From an optimization exercise on the open Yosys and OpenROAD flow, aimed at small area; shortcuts taken in it are not production practice.
Only simulation tests tie the RTL to the original design; equivalence was not proved.
Power figures rest on the tool's default switching activity, not on a simulated workload.

## ring_buffer
module ring_buffer (
    input  wire        clk,
    input  wire        rst,         
    input  wire        app_valid,
    input  wire [15:0] app_data,
    input  wire        cmd_valid,
    output wire        cmd_ready,
    input  wire [15:0] cmd_word,
    output reg         rsp_valid,
    output wire [2:0]  rsp_kind,
    output wire [23:0] rsp_data,
    output wire        rsp_end,
    output wire        faulted
);
For scale: roughly 1600 cells after synthesis, ~67 I/O pins, roughly 21000 um^2 of cells after synthesis.
export LEC_CHECK = 0
export CAP_MARGIN = 0
export CORE_MARGIN = 2
export CORE_UTILIZATION = 65
export CTS_BUF_LIST = sky130_fd_sc_hd__clkbuf_8
export CTS_CLUSTER_DIAMETER = 50
export CTS_CLUSTER_SIZE = 16
export PLACE_DENSITY = 0.75
export SLEW_MARGIN = 0
create_clock -name core_clock -period 10.0 [get_ports {clk}]
standard.sh (not shown) runs the stock make flow with config.mk's settings and CLKGATE_MAP_FILE= SYNTH_SCRIPT=/design/flow/synth_recipe.tcl, a recipe that flattens the netlist after the stock synthesis.
==> flow/flow/run.sh <==
#!/bin/bash
# Own layout flow: the standard synthesis, then its combinational logic
# re-mapped for area with ABC (flip-flops kept as they are), then the
# standard ORFS layout from that netlist. Each tool's output goes to a log
# file of its own in the work folder.
set -euo pipefail
W=$PWD
F=$W/flow
R=$W/orfs/results/$FLOW_PLATFORM/ring_buffer/base
LIB=$FLOW_HOME/platforms/$FLOW_PLATFORM/lib/sky130_fd_sc_hd__tt_025C_1v80.lib

# 1. standard synthesis (unchanged)
bash standard.sh synth > $W/log_1_synth.log 2>&1

# 2. re-map the gates between the registers
cp $R/1_2_yosys.v $W/standard_synth.v
REABC_LIB=$LIB REABC_IN=$W/standard_synth.v REABC_OUT=$W/reabc.v \
REABC_SCRIPT=$F/reabc.abc REABC_STAT=$W/reabc_stat.txt \
  yosys -c $F/reabc.tcl > $W/log_2_reabc.log 2>&1
cp $W/reabc.v $R/1_2_yosys.v
rm -f $R/1_synth.odb $R/1_synth.sdc

# 3. the standard layout from the new netlist
bash standard.sh BUFFER_PORTS_ARGS="-buffer_cell sky130_fd_sc_hd__buf_1" RECOVER_POWER=100 finish > $W/log_3_layout.log 2>&1
test -f $W/out/final.def
==> flow/flow/reabc.abc <==
strash
&get -n
&deepsyn -T 60
&put
dch -f
amap
==> flow/flow/reabc.tcl <==
# Re-map the combinational logic of the standard synthesis netlist for area.
# The flip-flops are kept as they are (same instances, names and cell types);
# only the gates between them are re-synthesized with ABC.
yosys -import
set lib $::env(REABC_LIB)
set net $::env(REABC_IN)
set out $::env(REABC_OUT)
set top $::env(FLOW_TOP)
read_liberty -ignore_miss_func $lib
read_verilog $net
hierarchy -top $top
# keep every sequential cell as an instance
setattr -mod -set keep_hierarchy 1 {sky130_fd_sc_hd__*df*} {sky130_fd_sc_hd__*dl*} {sky130_fd_sc_hd__*sdf*}
flatten
select -module $top t:\$scopeinfo
delete
select -clear
# drop the library's modules and read them back as black boxes
delete {sky130_fd_sc_hd__*}
read_liberty -lib $lib
hierarchy -top $top
opt_clean
abc -script $::env(REABC_SCRIPT) -liberty $lib -dont_use sky130_fd_sc_hd__probe_p_8 -dont_use sky130_fd_sc_hd__probec_p_8 -dont_use {sky130_fd_sc_hd__lpflow_*}
splitnets
opt_clean -purge
hilomap -singleton -hicell sky130_fd_sc_hd__conb_1 HI -locell sky130_fd_sc_hd__conb_1 LO
insbuf -buf sky130_fd_sc_hd__buf_1 A X
opt_clean -purge
tee -o $::env(REABC_STAT) stat -liberty $lib
check -assert
select $top
write_verilog -noattr -nohex -nodec -selected $out
The baseline completed, yet does not pass: capacitance limit, slew limit.
Next try:
--- a/flow/flow/run.sh
+++ b/flow/flow/run.sh
@@ -23,3 +23,3 @@
 # 3. the standard layout from the new netlist
-bash standard.sh BUFFER_PORTS_ARGS="-buffer_cell sky130_fd_sc_hd__buf_1" RECOVER_POWER=100 finish > $W/log_3_layout.log 2>&1
+bash standard.sh BUFFER_PORTS_ARGS="-buffer_cell sky130_fd_sc_hd__buf_1" finish > $W/log_3_layout.log 2>&1
 test -f $W/out/final.def
- CAP_MARGIN: 0 -> 20
- CORE_UTILIZATION: 65 -> 72
- CTS_CLUSTER_DIAMETER: 50 -> 60
- CTS_CLUSTER_SIZE: 16 -> 20
- PLACE_DENSITY: 0.75 -> 0.8
- SLEW_MARGIN: 0 -> 20
Result: With this change the flow went through all stages and came out clean; cell count is lower by 2.3%; routed wire length is lower by 1.7%; combinational power is higher by about 1%; hold slack got worse by 0.0078 ns; register-to-register slack improved by 0.19 ns; final area is lower by 1.2%.
Next try:
- CORE_UTILIZATION: 72 -> 65
- CTS_CLUSTER_DIAMETER: 60 -> 40
- CTS_CLUSTER_SIZE: 20 -> 24
- PLACE_DENSITY: 0.8 -> 0.75
After rerunning: Die area went up by 11%; non-clock buffer count stays the same; count of clock-buffer cells in the layout is higher by 23; worst setup slack gains 0.14 ns; register-to-register slack gets better by 0.14 ns; design area rises by 2.8%; worst hold slack hardly moves; core utilization is lower by 6.6 points; cell count climbs by 3.1%; sequential power barely changes.
Next try:
- CORE_UTILIZATION: 65 -> 72
- CTS_CLUSTER_DIAMETER: 40 -> 50
- CTS_CLUSTER_SIZE: 24 -> 16
- PLACE_DENSITY: 0.75 -> 0.8
- The changed run ran to the end with no violations
- cell count came out lower by a few percent
- total power came out lower by a few percent
- sequential cell count is unchanged
- synthesized area does not change
- sequential power barely changes
- clock power came out lower by about a fifth
- maximum frequency came out lower slightly
- setup slack gets worse by 0.16 ns
- non-clock buffer count is unchanged
Next try:
- CORE_UTILIZATION: 72 -> 40
- PLACE_DENSITY: 0.8 -> 0.6
What happened: Final cell count came out higher by about 15%; register-to-register slack is better by 0.05 ns; routed wire length came out higher by 7.2%; die area came out higher by about 80%; area after synthesis stays the same; non-clock buffer count came out higher by 7; hold slack is worse by 0.010 ns; sequential cell count stays the same; setup slack is better by 0.050 ns; clock-buffer cell count came out higher by 5.

* * *

ring_buffer, a different RTL version from the one above (not shown whole).
Size in the first run: ~1800 cells after synthesis, ~530 flip-flops, ~67 I/O pins, about 23000 µm² of cells after synthesis.
Settings: LEC_CHECK=0, CAP_MARGIN=20, CORE_MARGIN=2, CORE_UTILIZATION=40, CTS_BUF_LIST=sky130_fd_sc_hd__clkbuf_4, CTS_CLUSTER_DIAMETER=40, CTS_CLUSTER_SIZE=10, PLACE_DENSITY=0.6, SLEW_MARGIN=20; clock period 10.0 ns.
run.sh (not shown) runs the stock make flow with config.mk's settings and CLKGATE_MAP_FILE= SYNTH_SCRIPT=/design/flow/synth_recipe.tcl, a recipe that flattens the netlist after the stock synthesis.
Stock flow here: none of the scripts above is used.
The first run went through all stages and came out clean.
==> next run, changes <==
Settings changed: CTS_BUF_LIST sky130_fd_sc_hd__clkbuf_4 to sky130_fd_sc_hd__clkbuf_8, CTS_CLUSTER_DIAMETER 40 to 50, CTS_CLUSTER_SIZE 10 to 16.
Outcome:
- global-route usage goes down by 0.34 points
- area after synthesis is unchanged
- combinational power hardly moves
- final area goes down by 1.0%
- worst hold slack gets better by 0.024 ns
- sequential power barely changes
- total power goes down by 2.7%
- setup slack gets worse by 0.14 ns
- via count goes down by 0.74%
- wire length goes down by 0.74%

separate check: timing with driven ports:
The results above use ideal ports. As a check the final layouts listed here were re-extracted and re-timed, cells and wires unchanged.
Step 1 assumes that a clkbuf_16 drives the clock port and a buf_2 every other input.
Step 2 adds t to the input delays and takes it off the output delays; t is the mean of the earliest and latest rising clock arrival at the registers after step 1. Input paths then give back, and output paths get back, about the clock's delay inside the block.
a / b / c = ideal / step 1 / step 2; a / b = the first two.
run	shift t [ns]	slack for setup (ns)	worst setup path at the end	worst register clock-pin slew, ns
the first run of note 1	0.663	0.986 / 0.986 / 0.563	input to register	0.10 / 0.10
the second run of note 1	0.627	1.177 / 1.177 / 0.819	input to register	0.12 / 0.12
the third run of note 1	0.665	1.317 / 1.317 / 0.859	input to register	0.11 / 0.11
the fourth run of note 1	0.636	1.162 / 1.162 / 0.774	input to register	0.11 / 0.11
the fifth run of note 1	0.712	1.212 / 1.212 / 0.752	input to register	0.11 / 0.11
the first run of note 2	0.914	2.558 / 2.585 / 1.670	input to register	0.12 / 0.12
the second run of note 2	0.740	2.418 / 2.449 / 1.709	input to register	0.12 / 0.12
The setup slack of the first run of note 2, which loses most, moves by +0.027 ns with the drivers and by -0.888 ns with both steps.
